Background: an optimization exercise with open tools, aiming at small area, a short achievable clock period and few clock cycles per item. Do not read the settings as production practice.
In this exercise RTL edits were held to simulation tests only and were not proved equivalent to the original.

Design lfo_tick, start of the top module:
module lfo_tick (
    input  wire        clk,
    input  wire        rst,
    input  wire        cmd_valid,
    output wire        cmd_ready,
    input  wire [1:0]  cmd_op,
    input  wire [31:0] cmd_arg,
    input  wire [31:0] cmd_x0,
    input  wire [31:0] cmd_x1,
    output reg         res_valid,
    output reg  [31:0] res_y0,
    output reg  [31:0] res_y1,
    output reg  [31:0] res_mult,
    output reg  [31:0] res_sins,
    output reg  [31:0] res_phase
);
    localparam [1:0] OP_TICK  = 2'd0;
    localparam [1:0] OP_PINC  = 2'd1;
    localparam [1:0] OP_PHASE = 2'd2;
    localparam [31:0] ONE_F      = 32'h3F800000;
    localparam [30:0] TWO_PI_M   = 31'h40C90FDB;
    localparam [31:0] QNAN       = 32'h7FC00000;
    localparam [2:0] P_IDLE = 3'd0;    
    localparam [2:0] P_WAIT = 3'd1;    
    localparam [2:0] P_G1   = 3'd2;    
    localparam [2:0] P_G2   = 3'd3;    
    localparam [2:0] P_G3   = 3'd4;    
    localparam [2:0] P_AL   = 3'd5;    
    reg  [2:0]  pst;
    reg         rdy;
    reg         cv;
    reg  [1:0]  c_op;
    reg  [31:0] c_arg, c_x0, c_x1;
    assign cmd_ready = rdy;
    wire acc = cmd_valid & rdy;
    wire go  = cv & (pst == P_IDLE);
    wire go_tick = go & (c_op == OP_TICK);
    reg  [2:0]  pst_n;
    wire cv_n = acc | (cv & ~go);
    always @(posedge clk) begin
        if (rdy) begin
            c_op  <= cmd_op;
            c_arg <= cmd_arg;
            c_x0  <= cmd_x0;
            c_x1  <= cmd_x1;
        end
        if (rst) begin
            cv  <= 1'b0;
            rdy <= 1'b1;
  ...
export LEC_CHECK = 0
export ABC_AREA = 1
export CAP_MARGIN = 20
export CORE_MARGIN = 2
export CORE_UTILIZATION = 30
export CTS_BUF_LIST = sky130_fd_sc_hd__clkbuf_4 sky130_fd_sc_hd__clkbuf_8 sky130_fd_sc_hd__clkbuf_16
export CTS_CLUSTER_DIAMETER = 80
export CTS_CLUSTER_SIZE = 30
export SLEW_MARGIN = 20
export SYNTH_MEMORY_MAX_BITS = 65536
create_clock -name core_clock -period 24.0 [get_ports {clk}]
standard.sh (not shown) runs the stock make flow with config.mk's settings and CLKGATE_MAP_FILE= SYNTH_SCRIPT=/design/flow/synth_recipe.tcl, a recipe that flattens the netlist after the stock synthesis.
==> flow/flow/run.sh <==
#!/bin/bash
set -euo pipefail
MARGIN=$(cat flow/margin.txt)
EXTRA=""
if [[ -f flow/extra.txt ]]; then EXTRA=$(cat flow/extra.txt); fi
bash standard.sh SETUP_SLACK_MARGIN=$MARGIN $EXTRA finish > layout.log 2>&1
==> flow/flow/extra.txt <==
REMOVE_ABC_BUFFERS=1
==> flow/flow/margin.txt <==
17.7
Testbench counts at the start, summed over its fixed seeds: cycles 4,250, items 4,096.
Change:
==> flow/flow/run.sh (replaced) <==
#!/bin/bash
set -euo pipefail
MARGIN=$(cat flow/margin.txt)
bash standard.sh SETUP_SLACK_MARGIN=$MARGIN finish > layout.log 2>&1
--- a/flow/config.mk
+++ b/flow/config.mk
@@ -11,5 +11,2 @@
 export CORE_UTILIZATION = 30
-export CTS_BUF_LIST = sky130_fd_sc_hd__clkbuf_4 sky130_fd_sc_hd__clkbuf_8 sky130_fd_sc_hd__clkbuf_16
-export CTS_CLUSTER_DIAMETER = 80
-export CTS_CLUSTER_SIZE = 30
 export SLEW_MARGIN = 20
removed: flow/flow/extra.txt
The changed run ran to the end with no violations.
Critical path depth does not change.
Area after synthesis does not change.
Sequential cell count stays the same.
Setup slack gains 46 ps.
Non-clock buffer count came out higher by 20.
First-iteration DRC count came out higher by 11%.
Final area rises by 1.3%.
Clock skew rises by 79 ps.
Wire length decreases by 2.2%.
Change:
==> flow/flow/run.sh (replaced) <==
#!/bin/bash
set -euo pipefail
MARGIN=$(cat flow/margin.txt)
EXTRA=""
if [[ -f flow/extra.txt ]]; then EXTRA=$(cat flow/extra.txt); fi
bash standard.sh SETUP_SLACK_MARGIN=$MARGIN $EXTRA finish > layout.log 2>&1
==> flow/flow/extra.txt (new file) <==
REMOVE_ABC_BUFFERS=1
--- a/flow/config.mk
+++ b/flow/config.mk
@@ -11,2 +11,5 @@
 export CORE_UTILIZATION = 30
+export CTS_CLUSTER_DIAMETER = 80
+export CTS_CLUSTER_SIZE = 30
+export PLACE_DENSITY = 0.66
 export SLEW_MARGIN = 20
Setup slack loses 100 ps.
Maximum frequency falls by 1.6%.
Wire length rises by 0.83%.
Register-to-register slack loses 150 ps.
Hold slack gains 35 ps.
Change:
--- a/flow/config.mk
+++ b/flow/config.mk
@@ -11,5 +11,2 @@
 export CORE_UTILIZATION = 30
-export CTS_CLUSTER_DIAMETER = 80
-export CTS_CLUSTER_SIZE = 30
-export PLACE_DENSITY = 0.66
 export SLEW_MARGIN = 20
Wire length grows by 2.5%.
Design area grows by 1.8%.
Via count is higher by 0.87%.
Register-to-register slack is better by 240 ps.
Maximum frequency goes up by 1.8%.
Final cell count rose by 0.87%.
Count of clock-buffer cells in the layout increases by 115.
Utilization rose by 0.63 points.
Global-route usage is higher by 0.54 points.
Clock skew went down by 13 ps.

========
lfo_tick again, from the RTL that the note above started with.
Settings: LEC_CHECK=0, ABC_AREA=1, CAP_MARGIN=20, CORE_MARGIN=2, CORE_UTILIZATION=30, CTS_BUF_LIST=sky130_fd_sc_hd__clkbuf_8, SLEW_MARGIN=20, SYNTH_MEMORY_MAX_BITS=65536; clock period 24.0 ns.
==> flow/flow/run.sh <==
#!/bin/bash
set -euo pipefail
MARGIN=$(cat flow/margin.txt)
EXTRA=""
if [[ -f flow/extra.txt ]]; then EXTRA=$(cat flow/extra.txt); fi
bash standard.sh SETUP_SLACK_MARGIN=$MARGIN $EXTRA finish > layout.log 2>&1
Scripts as last shown in full above: flow/flow/margin.txt
Testbench counts at the start, summed over its fixed seeds: cycles 4,250, items 4,096.
Rerun with:
==> flow/flow/margin.txt (replaced) <==
17.3
Settings changed: CTS_BUF_LIST sky130_fd_sc_hd__clkbuf_8 to unset.
=> The changed run finished with timing, DRC and antenna clean. Area after synthesis does not change. Clock-buffer cell count fell by 114. Synthesized cell count does not change. Routed wire length drops slightly.
Rerun with:
==> flow/flow/margin.txt (replaced) <==
17.7
Settings changed: CTS_CLUSTER_DIAMETER set to 80, CTS_CLUSTER_SIZE set to 30.
The changed run passed the timing, design-rule and antenna checks. Cell count hardly moves. First-iteration DRC count came out higher by a little under a tenth. Setup slack gets better by 0.30 ns. Utilization came out higher by 0.23 points.
Rerun with:
==> flow/flow/extra.txt (new file) <==
REMOVE_ABC_BUFFERS=1
Effect: The changed run finished clean; routed wire length rises by about 3%; hold slack gets better by 0.021 ns; utilization stays flat; design area is about the same; non-clock buffer count is lower by 7.

-- static timing again, ports no longer ideal --
No port has a modelled driver above. Below, the same layouts with a new extraction and two added sets of constraints.
Step 1 sets driving cells, clkbuf_16 on the clock port and buf_2 on the other inputs (assumed; they add their load-dependent delay and slew).
Step 2 times the ports against the registers' clock, not the clock port: input delays grow and output delays shrink by t, the midpoint of the rising clock arrivals with the driver on.
Three values: ideal ports, drivers, drivers and shift; two values: the first two.
| run | t (ns) | slack for setup (ns) | worst setup path after step 2 | cell pins on the clock port's net |
|---|---|---|---|---|
| the first run of note 1 | 1.077 | 17.650 / 17.524 / 17.529 | input to register | 1 |
| the second run of note 1 | 1.062 | 17.696 / 17.567 / 17.430 | input to register | 1 |
| the third run of note 1 | 1.021 | 17.593 / 17.593 / 17.064 | input to register | 1 |
| the fourth run of note 1 | 1.043 | 17.707 / 17.587 / 17.412 | input to register | 1 |
| the first run of note 2 | 1.242 | 17.442 / 17.354 / 17.442 | register to register | 1 |
| the second run of note 2 | 1.056 | 17.374 / 17.249 / 17.568 | register to register | 1 |
| the third run of note 2 | 1.054 | 17.678 / 17.550 / 17.455 | input to register | 1 |
| the fourth run of note 2 | 1.078 | 17.649 / 17.524 / 17.541 | input to register | 1 |
After both steps every run listed still meets setup and hold. For the third run of note 1, which loses most, drivers alone change the setup slack by 0.000 ns; drivers and shift together by -0.529 ns.
